Context: an optimization exercise on an open-source flow, tuned for small area, a short achievable clock period and few clock cycles per item. The choices shown serve that exercise and are no tape-out recipe. RTL that was checked went through simulation tests only; none was proved equivalent to the original. Power figures rest on the tool's default switching activity, not on a simulated workload.

==> flow/design.v <==
module gsc_preds (
    input  wire [63:0] w,
    output wire [6:0]  p
);
    wire [7:0] rz, ro;    
    wire [7:0] cz, co;    
    genvar j;
    generate
        for (j = 0; j < 8; j = j + 1) begin : g_rc
            wire [7:0] col = {w[56+j], w[48+j], w[40+j], w[32+j],
                              w[24+j], w[16+j], w[8+j],  w[j]};
            assign rz[j] = ~|w[8*j +: 8];
            assign ro[j] =  &w[8*j +: 8];
            assign cz[j] = ~|col;
            assign co[j] =  &col;
        end
    endgenerate
    function automatic one8(input [7:0] v);
        reg [3:0] a2, m2;
        reg [1:0] a4, m4;
        integer k;
        begin
            for (k = 0; k < 4; k = k + 1) begin
                a2[k] = v[2*k] | v[2*k+1];
                m2[k] = v[2*k] & v[2*k+1];
            end
            for (k = 0; k < 2; k = k + 1) begin
                a4[k] = a2[2*k] | a2[2*k+1];
                m4[k] = m2[2*k] | m2[2*k+1] | (a2[2*k] & a2[2*k+1]);
            end
            one8 = (a4[0] ^ a4[1]) & ~m4[0] & ~m4[1];
        end
    endfunction
    wire rep = &(cz | co);
    assign p[0] = rep & rz[0];
    assign p[1] = rep & ro[0];
    assign p[2] = rep;
    assign p[3] = one8(~rz) & one8(~cz);
    assign p[4] = (&rz[7:1] & ~w[7])  | (&ro[7:1] & w[7]);
    assign p[5] = (&rz[7:2] & ~w[15]) | (&ro[7:2] & w[15]);
    assign p[6] = (&rz[7:4] & ~w[31]) | (&ro[7:4] & w[31]);
endmodule
module gsc_classify (
    input  wire [63:0] w,
    input  wire [63:0] h0,
    input  wire [63:0] h1,
    input  wire [63:0] h2,
    input  wire [63:0] h3,
    output wire [55:0] pm
);
    wire [63:0] d [0:14];
    wire [63:0] p01, p23;
    assign d[0] = w;
    gsc_xor64 u_x1  (.a(w),    .b(h0),  .y(d[1]));     
    gsc_xor64 u_x2  (.a(w),    .b(h1),  .y(d[2]));     
    gsc_xor64 u_x3  (.a(w),    .b(h2),  .y(d[3]));     
    gsc_xor64 u_x4  (.a(w),    .b(h3),  .y(d[4]));     
    gsc_xor64 u_p01 (.a(h0),   .b(h1),  .y(p01));
    gsc_xor64 u_p23 (.a(h2),   .b(h3),  .y(p23));
    gsc_xor64 u_x5  (.a(d[1]), .b(h1),  .y(d[5]));     
    gsc_xor64 u_x6  (.a(d[1]), .b(h2),  .y(d[6]));     
    gsc_xor64 u_x7  (.a(d[4]), .b(h0),  .y(d[7]));     
    gsc_xor64 u_x8  (.a(d[3]), .b(h1),  .y(d[8]));     
    gsc_xor64 u_x9  (.a(d[2]), .b(h3),  .y(d[9]));     
    gsc_xor64 u_x10 (.a(d[3]), .b(h3),  .y(d[10]));    
    gsc_xor64 u_x11 (.a(d[3]), .b(p01), .y(d[11]));    
    gsc_xor64 u_x12 (.a(d[4]), .b(p01), .y(d[12]));    
    gsc_xor64 u_x13 (.a(d[1]), .b(p23), .y(d[13]));    
    gsc_xor64 u_x14 (.a(d[2]), .b(p23), .y(d[14]));    
    wire [6:0] p [0:14];
    genvar g;
    generate
        for (g = 0; g < 15; g = g + 1) begin : g_pred
            gsc_preds u_preds (.w(d[g]), .p(p[g]));
        end
    endgenerate
    assign pm[ 6: 0] = p[0];
    assign pm[13: 7] = p[1]  | p[2];
    assign pm[20:14] = p[3]  | p[4];
    assign pm[27:21] = p[5]  | p[6];
    assign pm[34:28] = p[7]  | p[8];
    assign pm[41:35] = p[9]  | p[10];
    assign pm[48:42] = p[11] | p[12];
    assign pm[55:49] = p[13] | p[14];
endmodule
module gsc_xor64 (
    input  wire [63:0] a,
    input  wire [63:0] b,
    output wire [63:0] y
);
    assign y = a ^ b;
endmodule
module gsc_rdmux (
    input  wire [3:0]  pick,
    input  wire        set,
    input  wire [63:0] e0,
    input  wire [63:0] e1,
    input  wire [63:0] e2,
    input  wire [63:0] e3,
    output wire [63:0] y
);
    assign y = ({64{pick[0]}} & e0) | ({64{pick[1]}} & e1) |
               ({64{pick[2]}} & e2) | ({64{pick[3]}} & e3) | {64{set}};
endmodule
module gsc_select (
    input  wire [55:0] pm,
    output reg  [4:0]  id,
    output reg  [6:0]  cost
);
    wire [6:0] lv0 = pm[6:0];
    wire [6:0] lv1 = pm[13:7]  | pm[20:14];
    wire [6:0] lv2 = pm[27:21] | pm[34:28] | pm[41:35];
    wire [6:0] lv3 = pm[48:42] | pm[55:49];
    wire [27:0] match;
    genvar g;
    generate
        for (g = 0; g < 7; g = g + 1) begin : g_match
            assign match[4*g + 0] = lv0[g];
            assign match[4*g + 1] = lv1[g];
            assign match[4*g + 2] = lv2[g];
            assign match[4*g + 3] = lv3[g];
        end
    endgenerate
    localparam [139:0] CAT_IDS = {
        5'd27, 5'd26, 5'd25, 5'd24, 5'd23, 5'd22, 5'd21, 5'd20,
        5'd19, 5'd11, 5'd18, 5'd15, 5'd10, 5'd17, 5'd14, 5'd9,
        5'd13, 5'd16, 5'd8,  5'd7,  5'd12, 5'd3,  5'd6,  5'd2,
        5'd5,  5'd1,  5'd4,  5'd0 };
    localparam [48:0] DATA_SIZE = {
        7'd35, 7'd19, 7'd11, 7'd9, 7'd11, 7'd3, 7'd2 };
    integer c;
    reg [4:0] pid;
    always @(*) begin
        id   = 5'd31;
        cost = 7'd65;
        for (c = 27; c >= 0; c = c - 1) begin
            pid = CAT_IDS[5*c +: 5];
            if (match[pid]) begin
                id   = pid;
                cost = DATA_SIZE[7*pid[4:2] +: 7] + {4'd0, pid[1:0], 1'b0};
            end
        end
    end
endmodule
module gsc_compressor (
    input  wire        clk,
    input  wire        rst,         
    input  wire        in_valid,
    output wire        in_ready,
    input  wire [1:0]  in_sid,
    input  wire [63:0] in_word,
    output reg         out_valid,
    output reg  [4:0]  out_id,      
    output reg  [6:0]  out_cost,
    output reg         out_last,    
    output reg  [10:0] out_total    
);
    assign in_ready = 1'b1;
    reg [63:0] win [0:15];          
    reg [1:0]  ptr [0:3];           
    reg [3:0]  full;                
    reg        v1;
    reg [63:0] w1;
    reg [3:0]  sel1;                
    always @(posedge clk) begin
        v1   <= in_valid && !rst;
        w1   <= in_word;
        sel1 <= 4'b0001 << in_sid;
    end
    wire [3:0] vld [0:3];
    wire [15:0] we;                 
    genvar gs, gk;
    generate
        for (gs = 0; gs < 4; gs = gs + 1) begin : g_st
            assign vld[gs] = {4{full[gs]}} |
                             {1'b0, &ptr[gs], ptr[gs][1], |ptr[gs]};
            for (gk = 0; gk < 4; gk = gk + 1) begin : g_we
                assign we[4*gs + gk] = v1 && sel1[gs] && ptr[gs] == gk;
            end
            always @(posedge clk) begin
                if (rst) begin
                    ptr[gs]  <= 2'd0;
                    full[gs] <= 1'b0;
                end else if (v1 && sel1[gs]) begin
                    ptr[gs] <= ptr[gs] + 2'd1;
                    if (&ptr[gs])
                        full[gs] <= 1'b1;
                end
            end
        end
        for (gs = 0; gs < 16; gs = gs + 1) begin : g_w
            always @(posedge clk)
                if (we[gs])
                    win[gs] <= w1;
        end
    endgenerate
    wire [63:0] h [0:3];
    generate
        for (gk = 0; gk < 4; gk = gk + 1) begin : g_rd
            wire [3:0] pick = sel1 & {vld[3][gk], vld[2][gk], vld[1][gk], vld[0][gk]};
            gsc_rdmux u_rd (
                .pick(pick), .set(gk == 0 ? ~|pick : 1'b0),
                .e0(win[gk]), .e1(win[4 + gk]), .e2(win[8 + gk]), .e3(win[12 + gk]),
                .y(h[gk])
            );
        end
    endgenerate
    reg        v2;
    reg [63:0] w2;
    reg [63:0] h2 [0:3];
    always @(posedge clk) begin
        v2    <= v1 && !rst;
        w2    <= w1;
        h2[0] <= h[0];
        h2[1] <= h[1];
        h2[2] <= h[2];
        h2[3] <= h[3];
    end
    wire [55:0] pm2;
    gsc_classify u_classify (
        .w(w2), .h0(h2[0]), .h1(h2[1]), .h2(h2[2]), .h3(h2[3]), .pm(pm2)
    );
    reg        v3;
    reg [55:0] pm3;
    always @(posedge clk) begin
        v3  <= v2 && !rst;
        pm3 <= pm2;
    end
    wire [4:0] sel_id;
    wire [6:0] sel_cost;
    gsc_select u_select (.pm(pm3), .id(sel_id), .cost(sel_cost));
    reg  [3:0]  word_cnt;
    wire [10:0] sum = (word_cnt == 4'd0 ? 11'd0 : out_total) + {4'd0, sel_cost};
    always @(posedge clk) begin
        if (rst) begin
            out_valid <= 1'b0;
            word_cnt  <= 4'd0;
        end else begin
            out_valid <= v3;
            if (v3)
                word_cnt <= word_cnt + 4'd1;
        end
    end
    always @(posedge clk) begin
        out_id   <= sel_id;
        out_cost <= sel_cost;
        out_last <= (word_cnt == 4'd15);
        if (v3)
            out_total <= sum;
    end
endmodule
export LEC_CHECK = 0
export CAP_MARGIN = 30
export CORE_MARGIN = 2
export CORE_UTILIZATION = 50
export PLACE_DENSITY = 0.65
export SLEW_MARGIN = 30
export SYNTH_HIERARCHICAL = 1
create_clock -name core_clock -period 10.0 [get_ports {clk}]
standard.sh (not shown) runs the stock make flow with config.mk's settings and CLKGATE_MAP_FILE= SYNTH_SCRIPT=/design/flow/synth_recipe.tcl, a recipe that flattens the netlist after the stock synthesis.
==> flow/flow/run.sh <==
#!/bin/bash
set -euo pipefail
MARGIN=6.7
CTS="-sink_clustering_enable -repair_clock_nets -dont_use_dummy_load -sink_clustering_size 20 -sink_clustering_max_diameter 100"
PORTS="-buffer_cell sky130_fd_sc_hd__buf_2"
bash standard.sh SETUP_SLACK_MARGIN=$MARGIN "CTS_ARGS=$CTS" "BUFFER_PORTS_ARGS=$PORTS" finish > standard_finish.log 2>&1
==> next run, changes <==
--- a/flow/design.v
+++ b/flow/design.v
@@ -46,28 +46,29 @@
     input  wire [63:0] h1,
     input  wire [63:0] h2,
     input  wire [63:0] h3,
     output wire [55:0] pm
 );
     wire [63:0] d [0:14];
-    wire [63:0] p01, p23;
+    wire [63:0] p12, p13, p23;
     assign d[0] = w;
-    gsc_xor64 u_x1  (.a(w),    .b(h0),  .y(d[1]));     
-    gsc_xor64 u_x2  (.a(w),    .b(h1),  .y(d[2]));     
-    gsc_xor64 u_x3  (.a(w),    .b(h2),  .y(d[3]));     
-    gsc_xor64 u_x4  (.a(w),    .b(h3),  .y(d[4]));     
-    gsc_xor64 u_p01 (.a(h0),   .b(h1),  .y(p01));
+    gsc_xor64 u_x1  (.a(w),    .b(h0),  .y(d[1]));
+    gsc_xor64 u_x2  (.a(w),    .b(h1),  .y(d[2]));
+    gsc_xor64 u_x3  (.a(w),    .b(h2),  .y(d[3]));
+    gsc_xor64 u_x4  (.a(w),    .b(h3),  .y(d[4]));
+    gsc_xor64 u_p12 (.a(h1),   .b(h2),  .y(p12));
+    gsc_xor64 u_p13 (.a(h1),   .b(h3),  .y(p13));
     gsc_xor64 u_p23 (.a(h2),   .b(h3),  .y(p23));
     gsc_xor64 u_x5  (.a(d[1]), .b(h1),  .y(d[5]));     
     gsc_xor64 u_x6  (.a(d[1]), .b(h2),  .y(d[6]));     
-    gsc_xor64 u_x7  (.a(d[4]), .b(h0),  .y(d[7]));     
-    gsc_xor64 u_x8  (.a(d[3]), .b(h1),  .y(d[8]));     
+    gsc_xor64 u_x7  (.a(d[1]), .b(h3),  .y(d[7]));     
+    gsc_xor64 u_x8  (.a(d[2]), .b(h2),  .y(d[8]));     
     gsc_xor64 u_x9  (.a(d[2]), .b(h3),  .y(d[9]));     
     gsc_xor64 u_x10 (.a(d[3]), .b(h3),  .y(d[10]));    
-    gsc_xor64 u_x11 (.a(d[3]), .b(p01), .y(d[11]));    
-    gsc_xor64 u_x12 (.a(d[4]), .b(p01), .y(d[12]));    
+    gsc_xor64 u_x11 (.a(d[1]), .b(p12), .y(d[11]));    
+    gsc_xor64 u_x12 (.a(d[1]), .b(p13), .y(d[12]));    
     gsc_xor64 u_x13 (.a(d[1]), .b(p23), .y(d[13]));    
     gsc_xor64 u_x14 (.a(d[2]), .b(p23), .y(d[14]));    
     wire [6:0] p [0:14];
     genvar g;
     generate
         for (g = 0; g < 15; g = g + 1) begin : g_pred
What happened: The changed run passed the timing, DRC and antenna checks; final cell count rises by about 3%; fmax rises by about 4%; first-iteration DRC count rises by 2.9%; cell area falls by about 0.7%; global-route usage rises by 2.1 points; worst setup slack improves by 130 ps; combinational power rises by about 6%; wire length rises by about 4.5%.
Testbench counts after the change, summed over its fixed seeds: cycles 32,800, items 32,768.
No functional check of the RTL was part of the first run of this note.

==> static timing again, ports no longer ideal <==
In the flow no input, the clock included, has a driving cell. The finished layouts below were timed again as built, in two steps. Step 1 (the two cells are an assumption about what drives the block):
set clk [get_ports {clk}]
set_driving_cell -lib_cell sky130_fd_sc_hd__clkbuf_16 $clk
set_driving_cell -lib_cell sky130_fd_sc_hd__buf_2 [delete_from_list [all_inputs] $clk]
Step 2 times the ports against the registers' clock, not the clock port: input delays grow and output delays shrink by t, the midpoint of the rising clock arrivals with the driver on. Three values: ideal ports, drivers, drivers and shift; two values: the first two.
run	shift t [ns]	setup WS [ns]	cell pins on the clock port's net
the first run	0.796	6.450 / 6.450 / 6.450	1
the second run	0.815	6.581 / 6.581 / 6.581	1
After both steps setup and hold are still met in every run listed.
